This is an optimization exercise on Yosys and OpenROAD, whose aim is small area, not a production implementation. In this exercise RTL edits were held to simulation tests only and were not proved equivalent to the original. Power and IR drop assume default switching activity.

## job 6076
// dxl_decoder
module dxl_decoder #(
    parameter TW = 32                      
) (
    input  wire          clk,
    input  wire          rst,              
    input  wire          in_valid,
    input  wire [7:0]    in_byte,
    input  wire [TW-1:0] in_t_start,
    input  wire [TW-1:0] in_t_end,
    output wire          out_valid,
    output wire [3:0]    out_kind,
    output wire [3:0]    out_cmd,
    output wire [TW-1:0] out_t_start,
    output wire [TW-1:0] out_t_end,
    output wire [1:0]    out_ptag,
    output wire [15:0]   out_int,
    output wire [7:0]    out_b0,
    output wire [7:0]    out_b1
);
Size in the first run: about 61 flip-flops, ~0.0029 mm2 of cells after synthesis.
export LEC_CHECK = 0
export ABC_AREA = 1
export CAP_MARGIN = 20
export CORE_MARGIN = 2
export CORE_UTILIZATION = 40
export SLEW_MARGIN = 20
create_clock -name core_clock -period 12.0 [get_ports {clk}]
standard.sh (not shown) runs the stock make flow with config.mk's settings and CLKGATE_MAP_FILE= SYNTH_SCRIPT=/design/flow/synth_recipe.tcl, a recipe that flattens the netlist after the stock synthesis.
==> flow/flow/run.sh <==
#!/bin/bash
# Standard ORFS layout with these changes:
#  - synthesis maps the logic with an area-oriented ABC script (flow/abc_area.script,
#    selected by ABC_AREA=1) instead of ORFS's, and without extracting half/full
#    adders first; registers are mapped as usual;
#  - port buffers use the smallest buffer cell (buf_1);
#  - a small clock tree (clkbuf_4, no dummy loads), and power recovery after
#    global routing, which downsizes cells with timing slack, followed by
#    another design repair (flow/post_grt.tcl) for any slew it broke.
set -euo pipefail
here=$(pwd)
rm -rf scripts_local
cp -r "$FLOW_HOME/scripts" scripts_local
cp flow/abc_area.script scripts_local/abc_area.script
export SCRIPTS_DIR=$here/scripts_local
export ADDER_MAP_FILE=
export BUFFER_PORTS_ARGS="-buffer_cell sky130_fd_sc_hd__buf_1"
export CTS_ARGS="-sink_clustering_enable -repair_clock_nets -dont_use_dummy_load -buf_list sky130_fd_sc_hd__clkbuf_4"
export RECOVER_POWER=100
export POST_GLOBAL_ROUTE_TCL=$here/flow/post_grt.tcl
bash standard.sh > standard_flow.log 2>&1
==> flow/flow/abc_area.script <==
strash
balance -l
resub -K 6 -l
rewrite -l
resub -K 6 -N 2 -l
refactor -l
resub -K 8 -l
balance -l
resub -K 8 -N 2 -l
rewrite -l
resub -K 10 -l
rewrite -z -l
resub -K 10 -N 2 -l
balance -l
resub -K 12 -l
refactor -z -l
resub -K 12 -N 2 -l
rewrite -z -l
balance -l
dch -f
amap
mfs2
strash
balance -l
resub -K 6 -l
rewrite -l
resub -K 6 -N 2 -l
refactor -l
resub -K 8 -l
balance -l
resub -K 8 -N 2 -l
rewrite -l
resub -K 10 -l
rewrite -z -l
resub -K 10 -N 2 -l
balance -l
resub -K 12 -l
refactor -z -l
resub -K 12 -N 2 -l
rewrite -z -l
balance -l
dch -f
amap
mfs2
strash
balance -l
resub -K 6 -l
rewrite -l
resub -K 6 -N 2 -l
refactor -l
resub -K 8 -l
balance -l
resub -K 8 -N 2 -l
rewrite -l
resub -K 10 -l
rewrite -z -l
resub -K 10 -N 2 -l
balance -l
resub -K 12 -l
refactor -z -l
resub -K 12 -N 2 -l
rewrite -z -l
balance -l
dch -f
amap
mfs2
strash
balance -l
resub -K 6 -l
rewrite -l
resub -K 6 -N 2 -l
refactor -l
resub -K 8 -l
balance -l
resub -K 8 -N 2 -l
rewrite -l
resub -K 10 -l
rewrite -z -l
resub -K 10 -N 2 -l
balance -l
resub -K 12 -l
refactor -z -l
resub -K 12 -N 2 -l
rewrite -z -l
balance -l
dch -f
amap
==> flow/flow/post_grt.tcl <==
# After power recovery has downsized cells, repair any slew or capacitance
# limit it broke, as the resize step before it does.
global_route -start_incremental
repair_design -verbose -cap_margin 20 -slew_margin 20
detailed_placement
global_route -end_incremental
estimate_parasitics -global_routing
Modified inputs, job 3794 compared to job 6076
Settings: swapping 20 for 0 in SLEW_MARGIN; swapping 20 for 0 in CAP_MARGIN.
==> flow/flow/run.sh <==
#!/bin/bash
# Standard ORFS layout with these changes:
#  - synthesis maps the logic with an area-oriented ABC script (flow/abc_area.script,
#    selected by ABC_AREA=1) instead of ORFS's, and without extracting half/full
#    adders first; registers are mapped as usual;
#  - port buffers use the smallest buffer cell (buf_1);
#  - a small clock tree (clkbuf_4, no dummy loads), and power recovery after
#    global routing, which downsizes cells with timing slack.
set -euo pipefail
here=$(pwd)
rm -rf scripts_local
cp -r "$FLOW_HOME/scripts" scripts_local
cp flow/abc_area.script scripts_local/abc_area.script
export SCRIPTS_DIR=$here/scripts_local
export ADDER_MAP_FILE=
export BUFFER_PORTS_ARGS="-buffer_cell sky130_fd_sc_hd__buf_1"
export CTS_ARGS="-sink_clustering_enable -repair_clock_nets -dont_use_dummy_load -buf_list sky130_fd_sc_hd__clkbuf_4"
export RECOVER_POWER=100
bash standard.sh > standard_flow.log 2>&1
removed: flow/flow/post_grt.tcl
Comparing job 6076 and job 3794, the lower sequential share of layout area is on job 6076. Between job 3794 and job 6076, the setup-violating endpoint count in the final report does not differ in any meaningful way. Job 3794 ran in full, but the layout does not pass; the checks complain about max-capacitance violations, max-slew violations. In the metrics for job 6076 and job 3794, the one carrying the lower number of filler instances in the final layout is job 3794. Worst-case setup margin in the final layout in job 3794 vs job 6076: down 120 ps. Final period utilization sits higher in job 3794 than in job 6076. First-pass GRT wire length: job 3794 higher than job 6076. Delta (job 3794 minus job 6076): final non-filler cell area decreased by 33 um2 relative to the old numbers; area inside the core boundary held steady. Compared with job 6076, in job 3794 critical path depth lost 2; transition time of the tightest slew-check pin went up 1000 ps.
Input changes introduced in job 3790 (baseline for comparison: job 3794):
Settings: SLEW_MARGIN now 20, was 0; CAP_MARGIN now 20, was 0.
==> flow/flow/run.sh <==
#!/bin/bash
# Standard ORFS layout with these changes:
#  - synthesis maps the logic with an area-oriented ABC script (flow/abc_area.script,
#    selected by ABC_AREA=1) instead of ORFS's, and without extracting half/full
#    adders first; registers are mapped as usual;
#  - port buffers use the smallest buffer cell (buf_1);
#  - a small clock tree (clkbuf_4, no dummy loads).
set -euo pipefail
here=$(pwd)
rm -rf scripts_local
cp -r "$FLOW_HOME/scripts" scripts_local
cp flow/abc_area.script scripts_local/abc_area.script
export SCRIPTS_DIR=$here/scripts_local
export ADDER_MAP_FILE=
export BUFFER_PORTS_ARGS="-buffer_cell sky130_fd_sc_hd__buf_1"
export CTS_ARGS="-sink_clustering_enable -repair_clock_nets -dont_use_dummy_load -buf_list sky130_fd_sc_hd__clkbuf_4"
bash standard.sh > standard_flow.log 2>&1
==> run notes <==
- Looking at the reports, job 3790 completed the entire flow and the layout it produced met the timing, DRC and antenna checks.
- Delta(count of maximum capacitance violations, job 3790 - job 3794) < 0
- Looking at transition time at the pin with the least slew margin, job 3790 sits 1220 ps below job 3794.
- Job 3790 vs job 3794, worst-path cell with the longest stage delay: o41a_1 vs clkinv_1
- Compared with job 3794, job 3790 ends up with a larger final cell area.
- Looking at sequential share of layout area, job 3790 sits 0.36 points below job 3794.
- Comparing job 3794 against job 3790, there is no change at all in number of sinks driven by the clock tree.
- The core of job 3790 is more densely filled than that of job 3794.
- Of job 3790 and job 3794, it is job 3790 that has the higher leakage power.
- Ratio of final minimum period to clock period (higher): job 3794
- Path length in cells of the critical path came out higher on job 3790 than on job 3794.
- Wire length in job 3790 is 0.67% higher than in job 3794
- The capturing element of the worst setup path comes out out_valid in one run and out_int[1] in the other, namely in job 3790 and job 3794 respectively.
- Lower area growth from synthesis to final layout was reported by job 3794, not job 3790.

port drivers added, routing unchanged:
Ports are ideal in the flow. The routed layouts listed here were re-timed in OpenROAD. Step 1: set_driving_cell puts a clkbuf_16 on clk and a buf_2 on each other input, an assumption about the parent block. Step 2 times the ports against the registers' clock, not the clock port: input delays grow and output delays shrink by t, the midpoint of the rising clock arrivals with the driver on. a / b / c = no drivers / after step 1 / after step 2; a / b = the first two.
| run | t, ns | slack for setup (ns) | worst data-port slew with drivers (ns) |
|---|---|---|---|
| job 6076 | 0.419 | 4.529 / 4.506 / 4.506 | 0.07 |
| job 3794 | 0.399 | 4.406 / 4.378 / 4.521 | 0.07 |
| job 3790 | 0.420 | 4.520 / 4.497 / 4.497 | 0.07 |
